Context: an optimization exercise on an open-source flow, tuned for small area. The choices shown serve that exercise and are no tape-out recipe. Function was checked by simulation only, so behaviour that the tests miss may differ from the original. The clock port is modelled as an ideal driver, which makes a skipped or thinned clock tree look cheaper than it is; a real chip needs a root buffer or a tree. Power figures rest on the tool's default switching activity, not on a simulated workload.

==> v11 <==
// ad57xx_ctrl
module ad57xx_ctrl (
    input  wire        clk,
    input  wire        rst,            
    input  wire        cfg_dual,       
    input  wire        cfg_readback,   
    input  wire        req_valid,
    output wire        req_ready,
    input  wire [3:0]  req_op,
    input  wire [1:0]  req_kind,
    input  wire [2:0]  req_sel,
    input  wire [2:0]  req_tag,
    input  wire [15:0] req_val,
    input  wire [2:0]  req_ch,
    input  wire        req_on,
    input  wire [15:0] req_value,
    input  wire [3:0]  req_cfg,
    input  wire [2:0]  req_range,
    input  wire [15:0] req_raw,
    output wire        rsp_valid,
    output wire [1:0]  rsp_result,
    output wire [2:0]  rsp_tag,
    output wire [23:0] rsp_data,
    output wire [7:0]  rsp_terr,
    output wire        tx_valid,
    output wire        tx_xfer,
    output wire [23:0] tx_frame,
    input  wire        tx_done,
    input  wire        tx_err,
    input  wire [7:0]  tx_ecode,
    input  wire [23:0] tx_rx
);
clock: 6.0 ns
lec_check: 0
abc_area: 1
cap_margin: 10
core_margin: 2
core_utilization: 45
gpl_timing_driven: 0
place_density: 0.65
slew_margin: 10
standard.sh (not shown) runs the stock make flow with config.mk's settings and CLKGATE_MAP_FILE= SYNTH_SCRIPT=/design/flow/synth_recipe.tcl, a recipe that flattens the netlist after the stock synthesis.
==> flow/flow/run.sh <==
#!/bin/bash
# The standard ORFS layout (standard.sh), with these changes:
#  - synthesis maps the logic with each of flow/area*.abc (ABC's &deepsyn
#    and &nf area mapper) and keeps the smallest (flow/synth.tcl); the
#    registers are the standard synthesis's;
#  - the port buffers, and the buffers synthesis puts on pass-through and
#    constant outputs, are single-drive buffers (sky130_fd_sc_hd__buf_1);
#  - clock tree synthesis inserts no dummy loads.
# make's output goes to standard_flow.log; ORFS keeps each step's log under orfs/logs.
set -euo pipefail
here=$(pwd)
export FLOW_WORK=$here
export FLOW_FLOW_DIR=$here/flow
bash standard.sh SYNTH_SCRIPT=$here/flow/synth.tcl \
  MIN_BUF_CELL_AND_PORTS="sky130_fd_sc_hd__buf_1 A X" \
  BUFFER_PORTS_ARGS="-buffer_cell sky130_fd_sc_hd__buf_1" \
  CTS_ARGS="-sink_clustering_enable -repair_clock_nets -dont_use_dummy_load" \
  finish > standard_flow.log 2>&1
==> flow/flow/area1.abc <==
strash
&get -n
&deepsyn -J 300 -T 900
&put
&get -n
&st
&dch -f
&nf -R 1000
&put
strash
&get -n
&st
&dch -f
&nf -R 1000
&put
==> flow/flow/area2.abc <==
strash
&get -n
&deepsyn -J 300 -T 900 -S 2
&put
&get -n
&st
&dch -f
&nf -R 1000
&put
strash
&get -n
&st
&dch -f
&nf -R 1000
&put
==> flow/flow/area3.abc <==
strash
&get -n
&deepsyn -J 300 -T 900
&put
&get -n
&st
&nf -R 1000
&put
strash
&get -n
&st
&dch -f
&nf -R 1000
&put
==> flow/flow/area4.abc <==
strash
&get -n
&st
&dch -f
&nf -R 1000
&put
strash
&get -n
&st
&dch -f
&nf -R 1000
&put
==> flow/flow/synth.tcl <==
# The standard flow's synthesis (synth_recipe.tcl) with one change: Yosys's abc pass maps
# the logic with each area script flow/area*.abc in turn (ABC's &deepsyn
# and &nf area mapper) and keeps the smallest result.  The registers are
# mapped before abc, so they are the standard synthesis's.
proc abc {args} {
  set i [lsearch -exact $args -script]
  set j [lsearch -exact $args -liberty]
  if { $i < 0 || $j < 0 } {
    yosys abc {*}$args
    return
  }
  set lib [lindex $args [expr { $j + 1 }]]
  set scripts [lsort [glob $::env(FLOW_FLOW_DIR)/area*.abc]]
  set stat_file $::env(FLOW_WORK)/abc_area_stat.txt
  yosys design -save my_pre_abc
  set best_area ""
  set best_script ""
  foreach script $scripts {
    yosys design -load my_pre_abc
    lset args [expr { $i + 1 }] $script
    yosys abc {*}$args
    yosys tee -q -o $stat_file stat -liberty $lib
    set f [open $stat_file r]
    set text [read $f]
    close $f
    regexp {Chip area for module '[^']*': ([0-9.]+)} $text -> area
    puts "abc script [file tail $script]: area $area"
    if { $best_area eq "" || $area < $best_area } {
      set best_area $area
      set best_script $script
      yosys design -save my_best_abc
    }
  }
  puts "abc: keeping [file tail $best_script] (area $best_area)"
  yosys design -load my_best_abc
}
source $::env(FLOW_WORK)/synth_recipe.tcl
==> v35 (differences from v11) <==
--- a/flow/design.v
+++ b/flow/design.v
@@ -29,22 +29,22 @@
     input  wire [7:0]  tx_ecode,
     input  wire [23:0] tx_rx
 );
     localparam [3:0] S_IDLE = 4'b0000;   
     localparam [3:0] S_TXR  = 4'b0001;   
     localparam [3:0] S_TXX  = 4'b0011;   
     localparam [3:0] S_TXW  = 4'b0010;   
-    localparam [3:0] S_TXRP = 4'b0101;   
-    localparam [3:0] S_TXXP = 4'b0111;   
     localparam [3:0] S_ROK  = 4'b1000;   
     localparam [3:0] S_RINV = 4'b1001;   
     localparam [3:0] S_RERR = 4'b1010;   
     localparam [3:0] S_RENC = 4'b1100;   
     localparam [3:0] S_RDEC = 4'b1110;   
     reg [3:0]  state;
+    reg        pw;           
+    reg        on_q;         
     reg        released;
     reg [3:0]  cfg_shadow;
     reg [15:0] pwr_shadow;   
     reg        pwr_set;      
     reg [1:0]  dk;
     reg [2:0]  ds;
     reg [15:0] dp;
@@ -77,17 +77,16 @@
                 2'd0, 2'd1: cmd_ok = legal_ch(dual, sel);
                 2'd2:       cmd_ok = 1'b1;
                 default:    cmd_ok = !sel[1];
             endcase
         end
     endfunction
     wire idle    = (state == S_IDLE);
-    wire st_txr  = !state[3] && !state[1] && state[0];     
-    wire xchg    = !state[3] && state[1] && state[0];      
-    wire pw      = !state[3] && state[2];                  
+    wire st_txr  = (state == S_TXR);
+    wire xchg    = (state == S_TXX);
     wire st_txw  = (state == S_TXW);
     wire in_tx   = !state[3] && (state[1:0] != 2'b00);
     wire rsp_st  = state[3];
     wire st_renc = (state == S_RENC);
     wire st_rdec = (state == S_RDEC);
     assign req_ready = idle;
     wire accept = req_valid && idle;
@@ -142,16 +141,15 @@
                    ((op_rd || op_dec) && !cmd_v) ||
                    (uses_ch && !ch_ok) ||
                    (op_rng && req_range[2] && req_range[1]);
     reg [3:0] n_state;
     always @* begin
         n_state = S_TXW;
         if (op_enc) n_state = S_RENC;
-        if (op_rd || (rb && op_gcfg)) n_state = S_TXR;
-        if (rb && op_pwr) n_state = S_TXRP;
+        if (op_rd || (rb && (op_pwr || op_gcfg))) n_state = S_TXR;
         if (op_gcfg && !rb) n_state = S_RDEC;
         if (op_dstr) n_state = S_ROK;
         if (op_dec) n_state = dec_err_in ? S_RERR : S_RDEC;
         if (invalid) n_state = S_RINV;
         if (released || op[3:2] == 2'b11) n_state = S_IDLE;
     end
     wire dk_cfg  = (dk == 2'd3) && (ds == 3'd1);
@@ -159,15 +157,15 @@
     wire s_val  = idle && (op_enc || op_wr);
     wire s_vdc  = idle && op_dac;
     wire s_raw  = idle && op_dec;
     wire s_pwr  = idle && op_pwr && !rb;
     wire s_rx   = xchg && tx_done && !pw;
     wire s_rxp  = xchg && tx_done && pw;
     wire [2:0] m_ch = idle ? req_ch : ds;
-    wire       m_on = idle ? req_on : dk[0];
+    wire       m_on = idle ? req_on : on_q;
     wire [3:0] m    = pumask(cfg_dual, m_ch);
     wire       m_en = s_pwr || s_rxp;
     wire       pset = s_pwr && pwr_set;
     wire dp_hold = !(idle || (xchg && tx_done));
     wire [15:0] k_val = {16{s_val && rv_all}};
     wire [15:0] k_raw = {16{s_raw}};
     wire [15:0] k_rx  = {16{s_rx}} |
@@ -179,18 +177,18 @@
                        (k_pwr & pwr_shadow) |
                        (k_rx  & tx_rx[15:0]) |
                        ({12'd0, {4{idle && op_scfg}} & req_cfg}) |
                        ({12'd0, {4{idle && op_gcfg && !rb}} & cfg_shadow}) |
                        ({13'd0, {3{idle && op_rng}} & req_range}) |
                        ({12'd0, {4{m_en && m_on}} & m}) |
                        ({16{dp_hold}} & dp);
-    wire [2:0] addr = (dk[1] && (!dk[0] || pw)) ? 3'd0 : ds;
+    wire [2:0] addr = (dk == 2'd2) ? 3'd0 : ds;
     assign tx_valid = in_tx;
     assign tx_xfer  = xchg;
-    assign tx_frame = {st_txr, 2'b00, dk[1] | xchg, (dk[0] && !pw) | xchg, addr & {3{!xchg}}, dp};
+    assign tx_frame = {st_txr, 2'b00, dk | {2{xchg}}, addr & {3{!xchg}}, dp};
     wire tx_fail = tx_done && tx_err;
     assign rsp_valid  = rsp_st || tx_fail || (tx_done && st_txw);
     assign rsp_result = {(state == S_RERR) || tx_fail, (state == S_RINV) || tx_fail};
     assign rsp_tag    = {3{st_rdec}} & {dk[1] & dk[0], dk[1] ^ dk[0], !dk[0]};
     wire rd_fill = st_rdec && (dk == 2'd1) && dp[2] && dp[1];
     wire rd_hi   = st_renc || (st_rdec && !dk[0]);
     wire rd_3    = st_renc || (st_rdec && (dk != 2'd1));
@@ -200,32 +198,32 @@
                          (rd_3 & dp[3]) | rd_fill,
                          {2{rd_lo}} & dp[2:1],
                          (rd_lo & dp[0]) | rd_fill};
     assign rsp_terr   = {8{tx_fail}} & tx_ecode;
     always @(posedge clk) begin
         dp <= n_dp;
         if (idle) begin
-            dk   <= {n_dk[1], (op_pwr && rb) ? req_on : n_dk[0]};
+            dk   <= n_dk;
             ds   <= n_ds;
-        end
-        if (xchg && pw && tx_done)
-            dk[0] <= 1'b0;
+            pw   <= op_pwr;
+            on_q <= req_on;
+        end
         if (rst) begin
             state      <= S_IDLE;
             released   <= 1'b0;
             cfg_shadow <= 4'b0100;
             pwr_set    <= 1'b0;
         end else begin
             if (accept) begin
                 state <= n_state;
                 if (op_dstr)
                     released <= 1'b1;
             end
             if (st_txr && tx_done)
-                state <= tx_err ? S_IDLE : (state | 4'b0010);
+                state <= tx_err ? S_IDLE : S_TXX;
             if (xchg && tx_done)
                 state <= tx_err ? S_IDLE : pw ? S_TXW :
                          (dk == 2'd3 && !dk_cfg) ? S_RERR : S_RDEC;
             if (st_txw && tx_done) begin
                 if (!tx_err) begin
                     if (dk_cfg)
                         cfg_shadow <= dp[3:0];
==> flow/flow/run.sh (replaced) <==
#!/bin/bash
# The standard ORFS layout (standard.sh), with these changes:
#  - synthesis optimises the logic with ABC's &deepsyn and maps it with the
#    &nf area mapper, run twice (flow/synth.tcl, flow/area.abc); the
#    registers are the standard synthesis's;
#  - the port buffers, and the buffers synthesis puts on pass-through and
#    constant outputs, are single-drive buffers (sky130_fd_sc_hd__buf_1);
#  - clock tree synthesis inserts no dummy loads.
# make's output goes to standard_flow.log; ORFS keeps each step's log under orfs/logs.
set -euo pipefail
here=$(pwd)
export FLOW_WORK=$here
export FLOW_ABC_SCRIPT=$here/flow/area.abc
bash standard.sh SYNTH_SCRIPT=$here/flow/synth.tcl \
  MIN_BUF_CELL_AND_PORTS="sky130_fd_sc_hd__buf_1 A X" \
  BUFFER_PORTS_ARGS="-buffer_cell sky130_fd_sc_hd__buf_1" \
  CTS_ARGS="-sink_clustering_enable -repair_clock_nets -dont_use_dummy_load" \
  finish > standard_flow.log 2>&1
==> flow/flow/area.abc (new file) <==
strash
&get -n
&deepsyn -J 300 -T 900
&put
&get -n
&st
&dch -f
&nf -R 1000
&put
strash
&get -n
&st
&dch -f
&nf -R 1000
&put
==> flow/flow/synth.tcl (replaced) <==
# The standard flow's synthesis (synth_recipe.tcl) with one change: Yosys's abc pass runs
# the area script flow/area.abc (ABC's &deepsyn, then the &nf mapper run twice)
# instead of ORFS's.
proc abc {args} {
  set i [lsearch -exact $args -script]
  if { $i >= 0 } {
    lset args [expr { $i + 1 }] $::env(FLOW_ABC_SCRIPT)
  }
  yosys abc {*}$args
}
source $::env(FLOW_WORK)/synth_recipe.tcl
removed: flow/flow/area1.abc
removed: flow/flow/area2.abc
removed: flow/flow/area3.abc
removed: flow/flow/area4.abc
==> v23 (differences from v11) <==
==> flow/flow/run.sh (replaced) <==
#!/bin/bash
# The standard ORFS layout (standard.sh), with these changes:
#  - synthesis maps the logic with each of flow/area*.abc (ABC's &deepsyn
#    and &nf area mapper) and keeps the smallest (flow/synth.tcl); the
#    registers are the standard synthesis's;
#  - synthesis puts no buffers on pass-through and constant outputs
#    (SYNTH_INSBUF 0), and the port buffers are single-drive buffers
#    (sky130_fd_sc_hd__buf_1);
#  - clock tree synthesis inserts no dummy loads, and the clock port then
#    drives the tree's leaf buffers directly (flow/post_cts.tcl).
# make's output goes to standard_flow.log; ORFS keeps each step's log under orfs/logs.
set -euo pipefail
here=$(pwd)
export FLOW_WORK=$here
export FLOW_FLOW_DIR=$here/flow
bash standard.sh SYNTH_SCRIPT=$here/flow/synth.tcl \
  SYNTH_INSBUF=0 \
  BUFFER_PORTS_ARGS="-buffer_cell sky130_fd_sc_hd__buf_1" \
  CTS_ARGS="-sink_clustering_enable -repair_clock_nets -dont_use_dummy_load" \
  POST_CTS_TCL=$here/flow/post_cts.tcl \
  finish > standard_flow.log 2>&1
==> flow/flow/post_cts.tcl (new file) <==
set block [ord::get_db_block]
set root [$block findInst clkbuf_0_clk]
if { $root != "NULL" } {
  set out [[$root findITerm X] getNet]
  set loads 0
  set all_bufs 1
  foreach it [$out getITerms] {
    if { [$it isInputSignal] } {
      incr loads
      if { ![string match sky130_fd_sc_hd__clkbuf_* [[[$it getInst] getMaster] getName]] } {
        set all_bufs 0
      }
    }
  }
  if { $loads <= 4 && $all_bufs } {
    puts "post_cts: removing clock root buffer [$root getName] ($loads leaf buffers)"
    remove_buffers [get_cells [$root getName]]
  } else {
    puts "post_cts: keeping clock root buffer [$root getName] ($loads loads)"
  }
}
==> comparison <==
v23 finished with timing, DRC and antenna clean. v35 completed without violations. v11 finished clean.
Cell area, highest first: v35, v11, v23.
The highest register-to-register slack belongs to v23, the lowest to v35.
Cell count: v35 is smaller than v23 (about 0.5%).
Combinational power, lowest first: v35, v23, v11.
Of v35 and v11, v35 has the higher critical path depth (gap 2).
Of v35 and v11, v11 has the higher sequential power (gap 13%, measured against v11).
Core utilization: v11 > v35 > v23.
Of v23 and v35, v35 has the higher clock skew (gap 4.1 ps).
==> figures <==
	v11	v23	v35
Status	complete, no violations	complete, no violations	complete, no violations
Fmax	253 MHz	263 MHz	267 MHz
Cell count after placement	576	570	565
Final routed wire length divided by cell count	16.7 microns	17.1 microns	16.8 microns
Fill cell instance count of the final layout	564	606	563
Final area over synthesized area	1.300x	1.298x	1.279x
Area fraction of the dominant cell type after synthesis	21.6%	21.8%	23.4%
Sequential Area	1140 sq um	1140 sq um	1200 sq um
Cell internal power dissipation	0.656 mW	0.635 mW	0.557 mW
Routability congestion estimate from global placement	0.905	0.914	0.913
Clock tree from TritonCTS	yes	-	yes
Share of the cycle needed by the critical path after routing	65.9%	63.4%	62.3%
Register bit total from synthesis	47	47	49
Slew Limit Headroom	15.3%	18.1%	18.5%
Total die area	6810 sq um	6760 sq um	6930 sq um
Sequential share of cell area	31.6%	31.9%	33.2%
Total global routing track utilization	27.4%	28.0%	26.9%

separate check: timing with driven ports:
How much do the figures lean on ideal ports? The routed layouts below were timed once more, with nothing changed but the port constraints. Step 1: set_driving_cell puts a clkbuf_16 on clk and a buf_2 on each other input, an assumption about the parent block. Step 2 moves the port delays by t, midway between the first and last clock arrival at a register: inputs arrive t later, outputs are due t later. That takes back most of the time a late clock gives input paths. a / b / c = no drivers / after step 1 / after step 2; a / b = the first two.
| run | t (ns) | setup slack, ns | latest minus earliest clock arrival (ns) | worst register clock-pin slew, ns | cell pins on the clock port's net |
|---|---|---|---|---|---|
| v11 | 0.327 | 2.044 / 2.051 / 1.725 | 0.029 / 0.029 | 0.10 / 0.10 | 1 |
| v35 | 0.325 | 2.259 / 2.254 / 1.938 | 0.027 / 0.027 | 0.10 / 0.10 | 1 |
| v23 | 0.199 | 2.199 / 2.226 / 2.028 | 0.023 / 0.023 | 0.10 / 0.10 | 4 |
After both steps every run listed still meets setup and hold. The setup slack of v35, which loses most, moves by -0.005 ns with the drivers and by -0.321 ns with both steps.
